What follows belongs to an exercise in optimizing a design on an open flow for small area; a production flow would make more cautious choices. In this exercise RTL edits were held to simulation tests only and were not proved equivalent to the original. No activity file was given, so power comes from the tool's default toggle rates.

==> flow/design.v (excerpt) <==
module bitbang_core (
    input  wire        clk,
    input  wire        rst,           
    input  wire [10:0] host_addr,     
    input  wire        host_we,
    input  wire [31:0] host_wdata,
    input  wire        host_re,
    output reg  [31:0] host_rdata,    
    output wire        busy,
    output wire        ev_valid,
    output wire [1:0]  ev_kind,       
    output wire [2:0]  ev_role,
    output wire        ev_level,
    output wire [31:0] ev_dur,
    input  wire        ev_ack,
    input  wire        ev_fault,
    input  wire [7:0]  ev_info,
    input  wire        ev_rlevel
);
Size in the first run: roughly 5500 cells after synthesis, ~2500 flip-flops, ~130 I/O pins, ~95000 µm² of cells after synthesis.
Settings: LEC_CHECK=0, CAP_MARGIN=20, CORE_MARGIN=2, CORE_UTILIZATION=70, PLACE_DENSITY=0.8, SLEW_MARGIN=20, SYNTH_HIERARCHICAL=1; clock period 10.0 ns.
standard.sh (not shown) runs the stock make flow with config.mk's settings and CLKGATE_MAP_FILE= SYNTH_SCRIPT=/design/flow/synth_recipe.tcl, a recipe that flattens the netlist after the stock synthesis.
==> flow/flow/run.sh <==
#!/bin/bash
# The standard layout (the standard.sh, unchanged synthesis), with two
# options passed to ORFS through its environment:
# - clock tree: clkbuf_16 sink clusters of at most 22 flip-flops within 100 um,
#   without the dummy loads CTS adds to balance the tree;
# - port buffers: sky130_fd_sc_hd__buf_1.
set -euo pipefail
export CTS_ARGS="-sink_clustering_enable -repair_clock_nets -sink_clustering_size 22 -sink_clustering_max_diameter 100 -buf_list sky130_fd_sc_hd__clkbuf_16 -dont_use_dummy_load"
export BUFFER_PORTS_ARGS="-buffer_cell sky130_fd_sc_hd__buf_1"
bash standard.sh > flow.log 2>&1
The baseline completed without violations.
==> next run, changes <==
==> flow/flow/run.sh (replaced) <==
#!/bin/bash
# The standard layout (the standard.sh, unchanged synthesis), with two
# options passed to ORFS through its environment:
# - clock tree: clkbuf_16 sink clusters of at most 35 flip-flops within 55 um,
#   without the dummy loads CTS adds to balance the tree;
# - port buffers: sky130_fd_sc_hd__buf_1.
set -euo pipefail
export CTS_ARGS="-sink_clustering_enable -repair_clock_nets -sink_clustering_size 35 -sink_clustering_max_diameter 55 -buf_list sky130_fd_sc_hd__clkbuf_16 -dont_use_dummy_load"
export BUFFER_PORTS_ARGS="-buffer_cell sky130_fd_sc_hd__buf_1"
bash standard.sh > flow.log 2>&1
Result:
- hold slack got worse by 3.6 ps
- cell area barely changes
- wire length hardly moves
- core utilization rises by 0.21 points
- fmax stays flat
- worst setup slack got worse by 19 ps
- synthesized cell count stays the same
==> next run, changes <==
--- a/flow/flow/run.sh
+++ b/flow/flow/run.sh
@@ -7,3 +7,3 @@
 set -euo pipefail
-export CTS_ARGS="-sink_clustering_enable -repair_clock_nets -sink_clustering_size 35 -sink_clustering_max_diameter 55 -buf_list sky130_fd_sc_hd__clkbuf_16 -dont_use_dummy_load"
+export CTS_ARGS="-sink_clustering_enable -repair_clock_nets -sink_clustering_size 20 -sink_clustering_max_diameter 35 -buf_list sky130_fd_sc_hd__clkbuf_8 -dont_use_dummy_load"
 export BUFFER_PORTS_ARGS="-buffer_cell sky130_fd_sc_hd__buf_1"
Result: The changed run passed the timing, DRC and antenna checks; clock skew climbs by 29 ps; final area came out higher slightly; combinational power hardly moves; first-iteration DRC count drops by a few percent.
==> next run, changes <==
--- a/flow/flow/run.sh
+++ b/flow/flow/run.sh
@@ -7,3 +7,3 @@
 set -euo pipefail
-export CTS_ARGS="-sink_clustering_enable -repair_clock_nets -sink_clustering_size 20 -sink_clustering_max_diameter 35 -buf_list sky130_fd_sc_hd__clkbuf_8 -dont_use_dummy_load"
+export CTS_ARGS="-sink_clustering_enable -repair_clock_nets -sink_clustering_size 35 -sink_clustering_max_diameter 55 -buf_list sky130_fd_sc_hd__clkbuf_16 -dont_use_dummy_load"
 export BUFFER_PORTS_ARGS="-buffer_cell sky130_fd_sc_hd__buf_1"
CORE_UTILIZATION = 65   (was 70)
PLACE_DENSITY = 0.75   (was 0.8)
The changed run completed without violations.
Fmax barely changes.
Worst setup slack is worse by 22 ps.
Sequential power is about the same.
==> next run, changes <==
--- a/flow/flow/run.sh
+++ b/flow/flow/run.sh
@@ -7,3 +7,3 @@
 set -euo pipefail
-export CTS_ARGS="-sink_clustering_enable -repair_clock_nets -sink_clustering_size 35 -sink_clustering_max_diameter 55 -buf_list sky130_fd_sc_hd__clkbuf_16 -dont_use_dummy_load"
+export CTS_ARGS="-sink_clustering_enable -repair_clock_nets -sink_clustering_size 35 -sink_clustering_max_diameter 62 -buf_list sky130_fd_sc_hd__clkbuf_16 -dont_use_dummy_load"
 export BUFFER_PORTS_ARGS="-buffer_cell sky130_fd_sc_hd__buf_1"
CORE_UTILIZATION = 70   (was 65)
PLACE_DENSITY = 0.8   (was 0.75)
The changed run produced a clean layout. First-iteration DRC count goes up by roughly a tenth. Core utilization goes up by 4.8 points. Sequential share of layout area goes up by 0.48 points. Final cell count goes down by a few percent. Global-route usage goes up by 2.6 points. Sequential power stays flat.

[what the ideal ports hide]
Ports are ideal in the flow. The routed layouts listed here were re-timed in OpenROAD.
Step 1, drivers: a clkbuf_16 drives clk and a buf_2 each remaining input, both assumed.
Step 2 adds t to the input delays and takes it off the output delays; t is the mean of the earliest and latest rising clock arrival at the registers after step 1. Input paths then give back, and output paths get back, about the clock's delay inside the block.
a / b / c = ideal ports / drivers / drivers and shift; a / b = the first two.
| run | t, ns | slack for setup (ns) | hold WS [ns] | clock arrival spread, ns | worst data-port slew with drivers (ns) |
|---|---|---|---|---|---|
| the first run | 0.847 | 0.960 / 0.960 / 0.960 | 0.530 / 0.530 / 0.530 | 0.064 / 0.064 | 0.16 |
| the second run | 0.853 | 0.941 / 0.941 / 0.941 | 0.527 / 0.527 / 0.527 | 0.081 / 0.081 | 0.19 |
| the third run | 1.091 | 0.929 / 0.929 / 0.929 | 0.520 / 0.520 / 0.520 | 0.110 / 0.111 | 0.16 |
| the fourth run | 0.863 | 0.907 / 0.907 / 0.907 | 0.503 / 0.503 / 0.503 | 0.089 / 0.089 | 0.18 |
| the fifth run | 0.850 | 0.963 / 0.963 / 0.963 | 0.523 / 0.523 / 0.523 | 0.087 / 0.087 | 0.17 |
After both steps every run listed still meets setup and hold.
